This design comes from an exercise in tuning for small area and a short achievable clock period on the open sky130 flow, not from production work.
The RTL was checked by simulation tests, not by an equivalence proof against the original design.
The flow treats the clock pin as an ideal source, which a real chip does not have.
Power and IR drop assume default switching activity.

## the baseline
==> flow/design.v <==
module frame_rx (
    input  wire        clk,
    input  wire        rst,           
    input  wire        in_valid,
    input  wire [7:0]  in_byte,
    output reg         pl_valid,      
    output wire [7:0]  pl_byte,
    output reg         fr_valid,      
    output reg  [2:0]  fr_status,
    output wire [7:0]  fr_ver,
    output wire [7:0]  fr_type,
    output wire [7:0]  fr_seq,
    output wire [15:0] fr_len
);
    localparam [7:0]  SYNC = 8'hA5;
    localparam [16:0] WCNT_PRE = 17'h0788F;
    localparam [2:0] ST_OK        = 3'd0;
    localparam [2:0] ST_TOO_SHORT = 3'd1;
    localparam [2:0] ST_TRUNCATED = 3'd2;
    localparam [2:0] ST_OVERFLOW  = 3'd3;
    localparam [2:0] ST_BAD_SYNC  = 3'd4;
    localparam [2:0] ST_BAD_LEN   = 3'd5;
    localparam [2:0] ST_BAD_CRC   = 3'd6;
    function [15:0] crc_step;
        input [15:0] acc_in;
        input [7:0]  b;
        reg   [15:0] acc;
        integer      k;
        begin
            acc = acc_in ^ {b, 8'h00};
            for (k = 0; k < 8; k = k + 1) begin
                if (acc[15])
                    acc = {acc[14:0], 1'b0} ^ 16'h1021;
                else
                    acc = {acc[14:0], 1'b0};
            end
            crc_step = acc;
        end
    endfunction
    reg        first;      
    reg        is_code;    
    reg [7:0]  rem;
    reg        zpend;      
    reg [16:0] wcnt;       
    reg        full;       
    reg        ovf;        
    reg [3:0]  cnt;        
    reg [15:0] pl_left;    
    reg        pl_zero;    
    reg [1:0]  tail;       
    reg        sync_ok;    
    reg [7:0]  d_ver, d_type, d_seq, d_len_lo, d_len_hi;
    reg [7:0]  b1;         
    reg [15:0] crc;        
    reg        crc_ok;     
    wire        in_z_hi, in_z_lo, in_z_31;
    frx_nor4 u_z_hi (.a(in_byte[7:4]), .y(in_z_hi));
    frx_nor4 u_z_lo (.a(in_byte[3:0]), .y(in_z_lo));
    frx_nor3 u_z_31 (.a(in_byte[3:1]), .y(in_z_31));
    wire        in_hz     = in_z_hi && in_z_31;    
    wire        in_nz     = !(in_z_hi && in_z_lo);
    wire [7:0]  in_xnor_crc;                       
    genvar gi;
    generate
        for (gi = 0; gi < 8; gi = gi + 1) begin : g_eq
            frx_xnor2 u_x (.a(in_byte[gi]), .b(crc[8+gi]), .y(in_xnor_crc[gi]));
        end
    endgenerate
    wire        in_ne_lo, in_ne_hi, in_eq_crc;     
    frx_nand4 u_ne_lo (.a(in_xnor_crc[3:0]), .y(in_ne_lo));
    frx_nand4 u_ne_hi (.a(in_xnor_crc[7:4]), .y(in_ne_hi));
    frx_nor2  u_eq    (.a(in_ne_lo), .b(in_ne_hi), .y(in_eq_crc));
    wire        take     = in_valid && (first || !full);
    wire        dec_cond = is_code ? (!first && zpend) : 1'b1;
    wire        dec_wr   = in_valid && dec_cond;
    wire [7:0]  dec_byte = is_code ? 8'h00 : in_byte;
    wire        hdr_done = (cnt >= 4'd6);
    wire        in_pl    = hdr_done && !pl_zero;
    assign pl_byte = b1;
    assign fr_ver  = d_ver;
    assign fr_type = d_type;
    assign fr_seq  = d_seq;
    assign fr_len  = {d_len_hi, d_len_lo};
    reg  [2:0]  verdict;
    always @(*) begin
        if (first)                         verdict = ST_TOO_SHORT;
        else if (ovf)                      verdict = ST_OVERFLOW;
        else if (!is_code)                 verdict = ST_TRUNCATED;
        else if (cnt != 4'd8)              verdict = ST_TOO_SHORT;
        else if (!sync_ok)                 verdict = ST_BAD_SYNC;
        else if (!pl_zero || tail != 2'd2) verdict = ST_BAD_LEN;
        else if (!crc_ok)                  verdict = ST_BAD_CRC;
        else                               verdict = ST_OK;
    end
    always @(posedge clk) begin
        if (rst) begin
            first    <= 1'b1;
            is_code  <= 1'b1;
            pl_valid <= 1'b0;
            fr_valid <= 1'b0;
        end else begin
            pl_valid <= dec_wr && in_nz && !full && in_pl;
            fr_valid <= in_valid && !in_nz;
            if (in_valid) begin
                first   <= !in_nz;
                is_code <= !in_nz || (is_code ? in_hz : (rem == 8'd2));
            end
        end
    end
    always @(posedge clk) begin
        fr_status <= verdict;
        if (in_valid)
            rem <= is_code ? in_byte : rem - 8'd1;
        if (take) begin
            wcnt <= first ? 17'd0 : {wcnt[15:0], ~(wcnt[16] ^ wcnt[13])};
            full <= !first && (wcnt == WCNT_PRE);
        end
        if (in_valid)
            ovf <= !first && (ovf || full);
        if (in_valid && is_code)
            zpend <= (in_byte != 8'hFF);
        if (in_valid && first)
            cnt <= 4'd0;
        else if (dec_wr && cnt != 4'd8)
            cnt <= cnt + 4'd1;
        case (cnt)
            4'd0: sync_ok  <= !is_code && (in_byte == SYNC);
            4'd1: d_ver    <= dec_byte;
            4'd2: d_type   <= dec_byte;
            4'd3: d_seq    <= dec_byte;
            4'd4: d_len_lo <= dec_byte;
            4'd5: d_len_hi <= dec_byte;
            default: ;
        endcase
        if (dec_wr) begin
            b1     <= dec_byte;
            crc_ok <= (is_code ? (crc[15:8] == 8'd0) : in_eq_crc) &&
                      (crc[7:0] == b1);
            if (cnt < 4'd2)
                crc <= 16'hFFFF;
            else
                crc <= crc_step(crc, b1);
            if (cnt == 4'd5) begin
                pl_left <= {dec_byte, d_len_lo};
                pl_zero <= is_code && (d_len_lo == 8'd0);
                tail    <= 2'd0;
            end else if (in_pl) begin
                pl_left <= pl_left - 16'd1;
                pl_zero <= (pl_left == 16'd1);
            end else if (hdr_done && tail != 2'd3) begin
                tail <= tail + 2'd1;
            end
        end
    end
endmodule
module frx_nor4 (
    input  wire [3:0] a,
    output wire       y
);
    assign y = ~|a;
endmodule
module frx_nor3 (
    input  wire [2:0] a,
    output wire       y
);
    assign y = ~|a;
endmodule
module frx_xnor2 (
    input  wire a,
    input  wire b,
    output wire y
);
    assign y = a ~^ b;
endmodule
module frx_nand4 (
    input  wire [3:0] a,
    output wire       y
);
    assign y = ~&a;
endmodule
module frx_nor2 (
    input  wire a,
    input  wire b,
    output wire y
);
    assign y = ~(a | b);
endmodule
Settings: LEC_CHECK=0, CAP_MARGIN=20, CORE_MARGIN=2, CORE_UTILIZATION=40, PLACE_DENSITY=0.6, SETUP_SLACK_MARGIN=3.1, SLEW_MARGIN=20, SYNTH_HIERARCHICAL=1, SYNTH_MINIMUM_KEEP_SIZE=0; clock period 5.0 ns.
standard.sh (not shown) runs the stock make flow with config.mk's settings and CLKGATE_MAP_FILE= SYNTH_SCRIPT=/design/flow/synth_recipe.tcl, a recipe that flattens the netlist after the stock synthesis.
==> flow/flow/run.sh <==
#!/bin/bash
# Standard layout (the standard.sh, standard synthesis unchanged) with:
#  - the port buffers inserted as the smallest buffer cell;
#  - a one-level clock tree built by flow/manual_cts.tcl before clock tree
#    synthesis (the clock port drives four buffers, each driving a quarter of
#    the registers).
# Every tool's output goes to standard.log.
here=$(pwd)
bash standard.sh "BUFFER_PORTS_ARGS=-buffer_cell sky130_fd_sc_hd__buf_1" \
  "PRE_CTS_TCL=$here/flow/manual_cts.tcl" \
  finish > standard.log 2>&1
==> flow/flow/manual_cts.tcl <==
# Clock tree, sourced before ORFS's clock tree synthesis (PRE_CTS_TCL).
# The clock port drives four clock buffers; each drives the clock pins of a
# quarter of the registers, split by their placed position (two halves by x,
# each split in two by y), and sits at their centroid. Every register's clock
# passes through exactly one buffer, so all arrive together. TritonCTS then
# finds no unbuffered clock net and leaves the tree as it is.
set cts_buf sky130_fd_sc_hd__clkbuf_16
if { [info exists ::env(MANUAL_CTS_BUF)] } { set cts_buf $::env(MANUAL_CTS_BUF) }
set block [ord::get_db_block]
set clknet [[$block findBTerm clk] getNet]
set sinks {}
foreach it [$clknet getITerms] {
  set inst [$it getInst]
  set loc [$inst getLocation]
  lappend sinks [list [lindex $loc 0] [lindex $loc 1] "[$inst getName]/[[$it getMTerm] getName]"]
}
puts "manual_cts: [llength $sinks] clock sinks, buffer $cts_buf"
set xs [lsort -integer -index 0 $sinks]
set half [expr {[llength $xs] / 2}]
set groups {}
foreach g [list [lrange $xs 0 [expr {$half - 1}]] [lrange $xs $half end]] {
  set ys [lsort -integer -index 1 $g]
  set h [expr {[llength $ys] / 2}]
  lappend groups [lrange $ys 0 [expr {$h - 1}]]
  lappend groups [lrange $ys $h end]
}
set dbu [$block getDbUnitsPerMicron]
set k 0
foreach g $groups {
  set sx 0
  set sy 0
  set pins {}
  foreach s $g {
    incr sx [lindex $s 0]
    incr sy [lindex $s 1]
    lappend pins [sta::find_pin [lindex $s 2]]
  }
  set cx [expr {double($sx) / [llength $g] / $dbu}]
  set cy [expr {double($sy) / [llength $g] / $dbu}]
  insert_buffer -buffer_cell $cts_buf -net [$clknet getName] -load_pins $pins \
    -location [list $cx $cy] -buffer_name clkbuf_m$k -net_name clknet_m$k
  puts "manual_cts: clkbuf_m$k drives [llength $g] sinks at ($cx, $cy)"
  incr k
}
foreach n [$block getNets] {
  if { [string match clknet_m* [$n getName]] } { $n setSigType CLOCK }
}
$clknet setSigType CLOCK
detailed_placement
set_propagated_clock [all_clocks]
The baseline closes out successfully: all stages finished, all timing, DRC and antenna checks passed.
For the candidate, these inputs were changed with respect to the baseline:
--- a/flow/design.v
+++ b/flow/design.v
@@ -66,10 +66,6 @@
             frx_xnor2 u_x (.a(in_byte[gi]), .b(crc[8+gi]), .y(in_xnor_crc[gi]));
         end
     endgenerate
-    wire        in_ne_lo, in_ne_hi, in_eq_crc;     
-    frx_nand4 u_ne_lo (.a(in_xnor_crc[3:0]), .y(in_ne_lo));
-    frx_nand4 u_ne_hi (.a(in_xnor_crc[7:4]), .y(in_ne_hi));
-    frx_nor2  u_eq    (.a(in_ne_lo), .b(in_ne_hi), .y(in_eq_crc));
     wire        take     = in_valid && (first || !full);
     wire        dec_cond = is_code ? (!first && zpend) : 1'b1;
     wire        dec_wr   = in_valid && dec_cond;
@@ -134,7 +130,7 @@
         endcase
         if (dec_wr) begin
             b1     <= dec_byte;
-            crc_ok <= (is_code ? (crc[15:8] == 8'd0) : in_eq_crc) &&
+            crc_ok <= (is_code ? (crc[15:8] == 8'd0) : (&in_xnor_crc)) &&
                       (crc[7:0] == b1);
             if (cnt < 4'd2)
                 crc <= 16'hFFFF;
@@ -172,16 +168,3 @@
 );
     assign y = a ~^ b;
 endmodule
-module frx_nand4 (
-    input  wire [3:0] a,
-    output wire       y
-);
-    assign y = ~&a;
-endmodule
-module frx_nor2 (
-    input  wire a,
-    input  wire b,
-    output wire y
-);
-    assign y = ~(a | b);
-endmodule
Results
The candidate went all the way through synthesis, placement and routing and the layout is clean on timing, DRC and antenna.
On xor/xnor share of the synthesized area, the baseline tracks the candidate almost exactly.
On final number of hold-violating endpoints, the baseline tracks the candidate almost exactly.
Looking at multi-input combinational cell count, the candidate sits below the baseline.
The floorplan die height of the baseline and that of the candidate are within noise of each other.
The candidate vs the baseline: final net count down slightly
Compared with the baseline, the candidate shows a length of routed wiring on met1 that is 1.1% higher.
Largest stage delay on the critical path: the candidate lower than the baseline
Count of filler cells inserted in the layout (the candidate vs. the baseline) increases by a few percent
Changes observed in the candidate relative to the baseline: design area lower; sequential share of layout area went up 0.25 points.
Leakage dissipation: the candidate and the baseline compared, lower one is the candidate
The baseline → the candidate: worst setup margin decreased by 0.043 ns relative to the old numbers; flip-flop and latch count closely matched the old numbers; total via count after detailed routing decreased by 61 relative to the old numbers.

[afterwards: timing with drivers on the ports]
The results above use ideal ports. As a check the final layouts listed here were re-extracted and re-timed, cells and wires unchanged.
Step 1 assumes that a clkbuf_16 drives the clock port and a buf_2 every other input.
Step 2 also shifts input and output timing later by t, the mid clock arrival at the registers, as if the neighbouring blocks saw the same clock.
a / b / c = no drivers / after step 1 / after step 2; a / b = the first two.
| run | shift t [ns] | slack for setup (ns) | worst setup path at the end | pins driven straight from the clock port |
|---|---|---|---|---|
| the baseline | 0.252 | 3.153 / 3.079 / 2.919 | input to register | 4 |
| the candidate | 0.253 | 3.109 / 3.089 / 2.905 | input to register | 4 |
After both steps every run listed still meets setup and hold. For the baseline, which loses most, drivers alone change the setup slack by -0.074 ns; drivers and shift together by -0.234 ns.
